This is an optimization exercise on Yosys and OpenROAD, whose aim is small area, a short achievable clock period and few clock cycles, not a production implementation.
At most, simulation tests tie the RTL to the original design; equivalence was not proved.
Power and IR drop assume default switching activity.

south:
Design alu_core, start of the top module:
module alu_core (
    input  wire        clk,
    input  wire        rst,         
    input  wire        cmd_valid,
    output wire        cmd_ready,
    input  wire [31:0] cmd,
    input  wire [3:0]  rd_idx,
    output wire [15:0] rd_data,
    output wire [3:0]  flags        
);
For scale: ~2400 cells after synthesis, roughly 330 flip-flops, ~60 I/O pins, ~0.027 mm² of cells after synthesis.
==> flow/config.mk <==
export PLATFORM = sky130hd
export DESIGN_NAME = alu_core
export DESIGN_NICKNAME = alu_core
export VERILOG_FILES = /design/flow/design.v
export SDC_FILE = /design/flow/constraint.sdc
export NUM_CORES = 4
export LEC_CHECK = 0
export CAP_MARGIN = 20
export CORE_MARGIN = 2
export CORE_UTILIZATION = 45
export PLACE_DENSITY = 0.6
export SETUP_SLACK_MARGIN = 4
export SLEW_MARGIN = 20
==> flow/constraint.sdc <==
create_clock -name core_clock -period 10.0 [get_ports {clk}]
set_input_delay 2.0000 -clock core_clock [delete_from_list [all_inputs] [get_ports {clk}]]
set_output_delay 2.0000 -clock core_clock [all_outputs]
set_load 0.01 [all_outputs]
standard.sh (not shown) runs the stock make flow with config.mk's settings and CLKGATE_MAP_FILE= SYNTH_SCRIPT=/design/flow/synth_recipe.tcl, a recipe that flattens the netlist after the stock synthesis.
==> flow/flow/run.sh <==
#!/bin/bash
# Standard ORFS layout, with the port buffers made from plain buffers (buf_4)
# instead of the delay cells buffer_ports picks by default, and with timing
# repair free to resize cells across footprints.
set -euo pipefail
export BUFFER_PORTS_ARGS="-buffer_cell sky130_fd_sc_hd__buf_4"
bash standard.sh MATCH_CELL_FOOTPRINT=0 "BUFFER_PORTS_ARGS=-buffer_cell sky130_fd_sc_hd__buf_4" finish > make_finish.log 2>&1
south was carried through to the last stage, and its layout satisfied the timing, DRC and antenna checks.
diff inputs: south => middle
diff --git a/flow/config.mk b/flow/config.mk
--- a/flow/config.mk
+++ b/flow/config.mk
@@ -10,2 +10,4 @@
 export CORE_UTILIZATION = 45
+export CTS_BUF_LIST = sky130_fd_sc_hd__clkbuf_4 sky130_fd_sc_hd__clkbuf_8
+export CTS_CLUSTER_SIZE = 20
 export PLACE_DENSITY = 0.6
==> results.txt <==
In the reports for south and middle, the smaller cell area belongs to middle. As far as footprint of the multi-input gates is concerned, south and middle perform about the same. Going from south to middle, routed wire length saw a decrease, peak ir drop on the vdd network saw a decrease, wire length on met3 saw a decrease, area of the die saw little to no change. Looking only at layout-stage area growth over the synthesis result, and setting everything else aside, the higher value of south and middle goes to south. Compared with south, in middle non-clock buffer count in the final layout has decreased; buffers plus inverters on the worst setup path has increased; portion of the layout cell area used by non-clock buffers has decreased; final cell count has increased.
No run of this note included a check of the RTL's function; only the layout flow was run.

---

== job 2907 ==
alu_core, a different RTL version from the one above (not shown whole).
Size in the first run: about 60 I/O pins, ~26,000 um^2 of cells after synthesis.
==> flow/config.mk <==
export PLATFORM = sky130hd
export DESIGN_NAME = alu_core
export DESIGN_NICKNAME = alu_core
export VERILOG_FILES = /design/flow/design.v
export SDC_FILE = /design/flow/constraint.sdc
export NUM_CORES = 4
export LEC_CHECK = 0
export CAP_MARGIN = 20
export CORE_MARGIN = 2
export CORE_UTILIZATION = 55
export CTS_BUF_LIST = sky130_fd_sc_hd__clkbuf_4 sky130_fd_sc_hd__clkbuf_8
export CTS_CLUSTER_SIZE = 20
export PLACE_DENSITY = 0.68
export SETUP_SLACK_MARGIN = 3.75
export SLEW_MARGIN = 20
==> flow/constraint.sdc <==
create_clock -name core_clock -period 10.0 [get_ports {clk}]
set_input_delay 2.0000 -clock core_clock [delete_from_list [all_inputs] [get_ports {clk}]]
set_output_delay 2.0000 -clock core_clock [all_outputs]
set_load 0.01 [all_outputs]
==> flow/flow/run.sh <==
#!/bin/bash
# Standard ORFS layout, with the port buffers made from plain buffers (buf_4)
# instead of the delay cells buffer_ports picks by default, timing repair
# free to resize cells across footprints, and a clock tree of clkbuf_4/8
# without dummy balancing loads.
set -euo pipefail
export BUFFER_PORTS_ARGS="-buffer_cell sky130_fd_sc_hd__buf_4"
export CTS_ARGS="-sink_clustering_enable -repair_clock_nets -sink_clustering_size 20 -buf_list {sky130_fd_sc_hd__clkbuf_4 sky130_fd_sc_hd__clkbuf_8} -dont_use_dummy_load"
bash standard.sh MATCH_CELL_FOOTPRINT=0 "BUFFER_PORTS_ARGS=$BUFFER_PORTS_ARGS" "CTS_ARGS=$CTS_ARGS" finish > make_finish.log 2>&1
Testbench counts of job 2907, summed over its fixed seeds: cycles 5,283.
Input changes introduced in job 117 (baseline for comparison: job 2907):
- PLACE_DENSITY now 0.76, was 0.68
- SETUP_SLACK_MARGIN now 4, was 3.75
- CORE_UTILIZATION now 65, was 55
## What came out
No stage failed in job 117, and the final checks on the layout all came back clean.
Relative to job 2907, average wire per standard cell has increased by about 2.8% in job 117.
Against job 2907, estimated wirelength of the detail-placed design in job 117 came out better.
End point of the critical path = rf[14]: job 2907; end point of the critical path = rf[79]: job 117
Side by side, worst setup slack turned out higher in job 117 than in job 2907.
The inputs of job 5347 differ from those of job 117 as listed below.
- PLACE_DENSITY changed from 0.76 to 0.68
- CORE_UTILIZATION changed from 65 to 55
--- outcome ---
| post-route cell area | job 5347 vs job 117 | worse |. STATUS post-route worst setup slack: job 5347 wins against job 117. Job 5347 vs job 117 on routed wire length on met2: job 5347 is the higher one. Job 117 → job 5347: non-clock buffer count -0.53%, minimum period implied by the final worst setup slack fell by 32 ps, utilization lost 12 points, met1 global-route usage dropped 6.7 points, hold slack went up 19 ps. On tap cell instance count: job 5347 sits above job 117.

-- static timing again, ports no longer ideal --
In the flow no input, the clock included, has a driving cell. The finished layouts below were timed again as built, in two steps. Step 1, drivers: a clkbuf_16 drives clk and a buf_2 each remaining input, both assumed. Step 2, shift: input delay + t, output delay - t, t = (earliest + latest rising clock arrival at the registers) / 2. This alone moves slack from input paths to output paths. a / b / c = ideal ports / drivers / drivers and shift; a / b = the first two.
| run | t, ns | slack for setup (ns) | latest minus earliest clock arrival (ns) | slew at the worst register clock pin (ns) | pins driven straight from the clock port |
|---|---|---|---|---|---|
| south | 0.633 | 3.805 / 3.746 / 3.113 | 0.025 / 0.024 | 0.06 / 0.06 | 1 |
| middle | 0.730 | 3.901 / 3.826 / 3.095 | 0.044 / 0.045 | 0.08 / 0.08 | 1 |
| job 2907 | 0.692 | 3.816 / 3.635 / 2.944 | 0.125 / 0.125 | 0.07 / 0.07 | 1 |
| job 117 | 0.686 | 3.948 / 3.724 / 3.038 | 0.091 / 0.091 | 0.07 / 0.07 | 1 |
| job 5347 | 0.690 | 3.980 / 3.803 / 3.113 | 0.098 / 0.098 | 0.07 / 0.07 | 1 |
After both steps setup and hold are still met in every run listed. For job 117, which loses most, drivers alone change the setup slack by -0.224 ns; drivers and shift together by -0.910 ns.
